Context: an optimization exercise on an open-source flow, tuned for small area. The choices shown serve that exercise and are no tape-out recipe. In this exercise RTL edits were held to simulation tests only and were not proved equivalent to the original. Power figures rest on the tool's default switching activity, not on a simulated workload.

// la4_rtu
module la4_rtu #(
    parameter MAX_BLOCK   = 16,
    parameter SPEED_ADDR  = 16'h0000,
    parameter TORQUE_ADDR = 16'h0010,
    parameter IO_ADDR     = 16'h0020,
    parameter ERR_ADDR    = 16'h0030
) (
    input  wire        clk,
    input  wire        rst,
    input  wire        host_wr,
    input  wire [7:0]  host_waddr,
    input  wire [63:0] host_wdata,
    input  wire [7:0]  rd_addr,
    output reg  [63:0] rd_data,
    output wire        busy,
    output wire        conn_req,
    input  wire        conn_done,
    input  wire [1:0]  conn_result,
    output wire        tx_valid,
    output wire [7:0]  tx_data,
    input  wire        tx_ready,
    input  wire        rx_valid,
    input  wire [7:0]  rx_data,
    input  wire        rx_last,
    input  wire        rx_err,
    input  wire        rx_timeout,
    output reg         notify_valid,
    output wire [15:0] notify_code
);
    localparam [2:0] S_IDLE = 3'd0, S_DISP = 3'd1, S_CONN = 3'd2,
                     S_TX   = 3'd3, S_RX   = 3'd4, S_EVAL = 3'd5;
    localparam [3:0] C_OK = 4'd0, C_ILLEGAL = 4'd1, C_NOT_CONN = 4'd2,
                     C_ALREADY = 4'd3, C_CFG_INVALID = 4'd4,
                     C_OPEN_FAILED = 4'd5, C_LINK_FAILED = 4'd6,
                     C_COUNT_RANGE = 4'd7, C_XFER_FAILED = 4'd8;
    localparam [3:0] X_OK = 4'd0, X_TIMEOUT = 4'd1, X_RX_ERROR = 4'd2,
                     X_MALFORMED = 4'd3, X_CRC_ERROR = 4'd4,
                     X_BAD_SLAVE = 4'd5, X_SLAVE_EXC = 4'd6,
                     X_BAD_FUNC = 4'd7, X_BAD_LENGTH = 4'd8,
                     X_BAD_ECHO = 4'd9;
    localparam [1:0] B_SPEED = 2'd0, B_TORQUE = 2'd1, B_IO = 2'd2, B_ERR = 2'd3;
    reg [2:0]  state;
    reg        cmd_seen;
    reg [63:0] cmd_reg;
    reg        st_connected, st_overrun, st_write_ok;
    reg [3:0]  st_cause;
    reg [3:0]  st_xfer_cause;
    reg [7:0]  xfer_exc_raw;
  ...
For scale: about 2300 cells after synthesis, roughly 190 I/O pins.
clock: 10.0 ns
lec_check: 0
cap_margin: 20
core_margin: 2
core_utilization: 70
place_density: 0.8
slew_margin: 20
standard.sh (not shown) runs the stock make flow with config.mk's settings and CLKGATE_MAP_FILE= SYNTH_SCRIPT=/design/flow/synth_recipe.tcl, a recipe that flattens the netlist after the stock synthesis.
==> flow/flow/run.sh <==
#!/bin/bash
# The standard layout (standard.sh's make command and settings) with:
#  - synthesis: synth_recipe.tcl unchanged but for an area-oriented ABC script;
#  - port buffers built from the smallest buffer (buf_1);
#  - clock tree synthesis without dummy loads, with clkbuf_8 and larger
#    sink clusters.
# Each tool's output goes to a log file in this folder.
set -euo pipefail
W=$PWD
export AREA_ABC_SCRIPT=$W/flow/area.abc
export FLOW_SYNTH_TCL=$W/synth_recipe.tcl
export BUFFER_PORTS_ARGS="-buffer_cell sky130_fd_sc_hd__buf_1"
export CTS_ARGS="-sink_clustering_enable -repair_clock_nets -dont_use_dummy_load -buf_list sky130_fd_sc_hd__clkbuf_8 -sink_clustering_size 16 -sink_clustering_max_diameter 70"
sed "s|SYNTH_SCRIPT=[^ ]*|SYNTH_SCRIPT=$W/flow/synth_area.tcl|" standard.sh > flow_standard.sh
grep -q "SYNTH_SCRIPT=$W/flow/synth_area.tcl" flow_standard.sh
bash flow_standard.sh > flow_make.log 2>&1
==> flow/flow/area.abc <==
strash
&get -n
&fraig -x
&put
scorr
dc2
strash
&get -n
&deepsyn -I 6 -J 50 -T 0
&dch -f
&nf -R 1000 -p -F 10 -A 4 -C 32
&put
==> flow/flow/synth_area.tcl <==
# The standard flow's synthesis script, unchanged, with one difference: ABC maps the
# combinational logic with an area-oriented script (flow/area.abc) in place
# of ORFS's delay-oriented one. Registers are mapped before ABC runs and are
# the same as the standard synthesis's.
proc abc {args} {
    set i [lsearch $args -script]
    if {$i >= 0} {
        lset args [expr {$i + 1}] $::env(AREA_ABC_SCRIPT)
    }
    yosys abc {*}$args
}
source $::env(FLOW_SYNTH_TCL)
Change:
--- a/flow/flow/run.sh
+++ b/flow/flow/run.sh
@@ -11,5 +11,5 @@
 export FLOW_SYNTH_TCL=$W/synth_recipe.tcl
 export BUFFER_PORTS_ARGS="-buffer_cell sky130_fd_sc_hd__buf_1"
-export CTS_ARGS="-sink_clustering_enable -repair_clock_nets -dont_use_dummy_load -buf_list sky130_fd_sc_hd__clkbuf_8 -sink_clustering_size 16 -sink_clustering_max_diameter 70"
+export CTS_ARGS="-sink_clustering_enable -repair_clock_nets -dont_use_dummy_load -buf_list sky130_fd_sc_hd__clkbuf_8 -sink_clustering_size 14 -sink_clustering_max_diameter 60"
 sed "s|SYNTH_SCRIPT=[^ ]*|SYNTH_SCRIPT=$W/flow/synth_area.tcl|" standard.sh > flow_standard.sh
 grep -q "SYNTH_SCRIPT=$W/flow/synth_area.tcl" flow_standard.sh
==> flow/flow/area.abc (replaced) <==
strash
&get -n
&fraig -x
&put
scorr
dc2
strash
&get -n
&deepsyn -I 3 -J 50 -T 0
&dch -f
&nf -R 1000 -p -F 10 -A 4 -C 32
&put
Settings changed: CAP_MARGIN 20 to 5, SLEW_MARGIN 20 to 5.
After rerunning: Now the flow completed, yet does not pass: max-capacitance violations, max-slew violations. Total power goes up by 1.9%. Sequential cell count stays the same. Maximum frequency goes down by 12%. Combinational power hardly moves. Global-route usage goes up by 0.98 points. Cell count goes up by 1.1%. Setup slack is worse by 1.1 ns.
Change:
Settings changed: CAP_MARGIN 5 to 20, SLEW_MARGIN 5 to 20.
After rerunning: This time the run finished clean. Sequential share of layout area stays flat. Count of clock-buffer cells in the layout does not change. Clock power hardly moves. Total power stays flat. Global-route usage does not change. Cell count is about the same. Wire length is about the same.
Change:
==> flow/flow/area.abc (replaced) <==
strash
&get -n
&fraig -x
&put
scorr
dc2
strash
&get -n
&deepsyn -I 6 -J 50 -T 0
&dch -f
&nf -R 1000 -p -F 10 -A 4 -C 32
&put
Result:
- The new run completed without violations
- first-iteration DRC count rose by a few percent
- register-to-register slack gains 1.1 ns
- clock skew grows by 0.010 ns
- sequential power is about the same
- clock power stays flat
- global-route usage goes down by 0.99 points
- setup slack improved by 1.1 ns

what the ideal ports hide:
How much do the figures lean on ideal ports? The routed layouts below were timed once more, with nothing changed but the port constraints. Step 1 sets driving cells, clkbuf_16 on the clock port and buf_2 on the other inputs (assumed; they add their load-dependent delay and slew). Step 2 adds t to the input delays and takes it off the output delays; t is the mean of the earliest and latest rising clock arrival at the registers after step 1. Input paths then give back, and output paths get back, about the clock's delay inside the block. Three values: no drivers, after step 1, after step 2; two values: the first two.
| run | t, ns | setup slack, ns | latest minus earliest clock arrival (ns) | worst register clock-pin slew, ns | worst slew at a driven data input, ns |
|---|---|---|---|---|---|
| the first run | 0.760 | 2.030 / 2.030 / 2.030 | 0.103 / 0.103 | 0.11 / 0.11 | 0.12 |
| the second run | 0.760 | 0.973 / 0.973 / 0.973 | 0.067 / 0.068 | 0.10 / 0.10 | 0.11 |
| the third run | 0.764 | 0.864 / 0.864 / 0.864 | 0.075 / 0.075 | 0.10 / 0.10 | 0.12 |
| the fourth run | 0.764 | 1.988 / 1.988 / 1.988 | 0.086 / 0.086 | 0.10 / 0.10 | 0.11 |
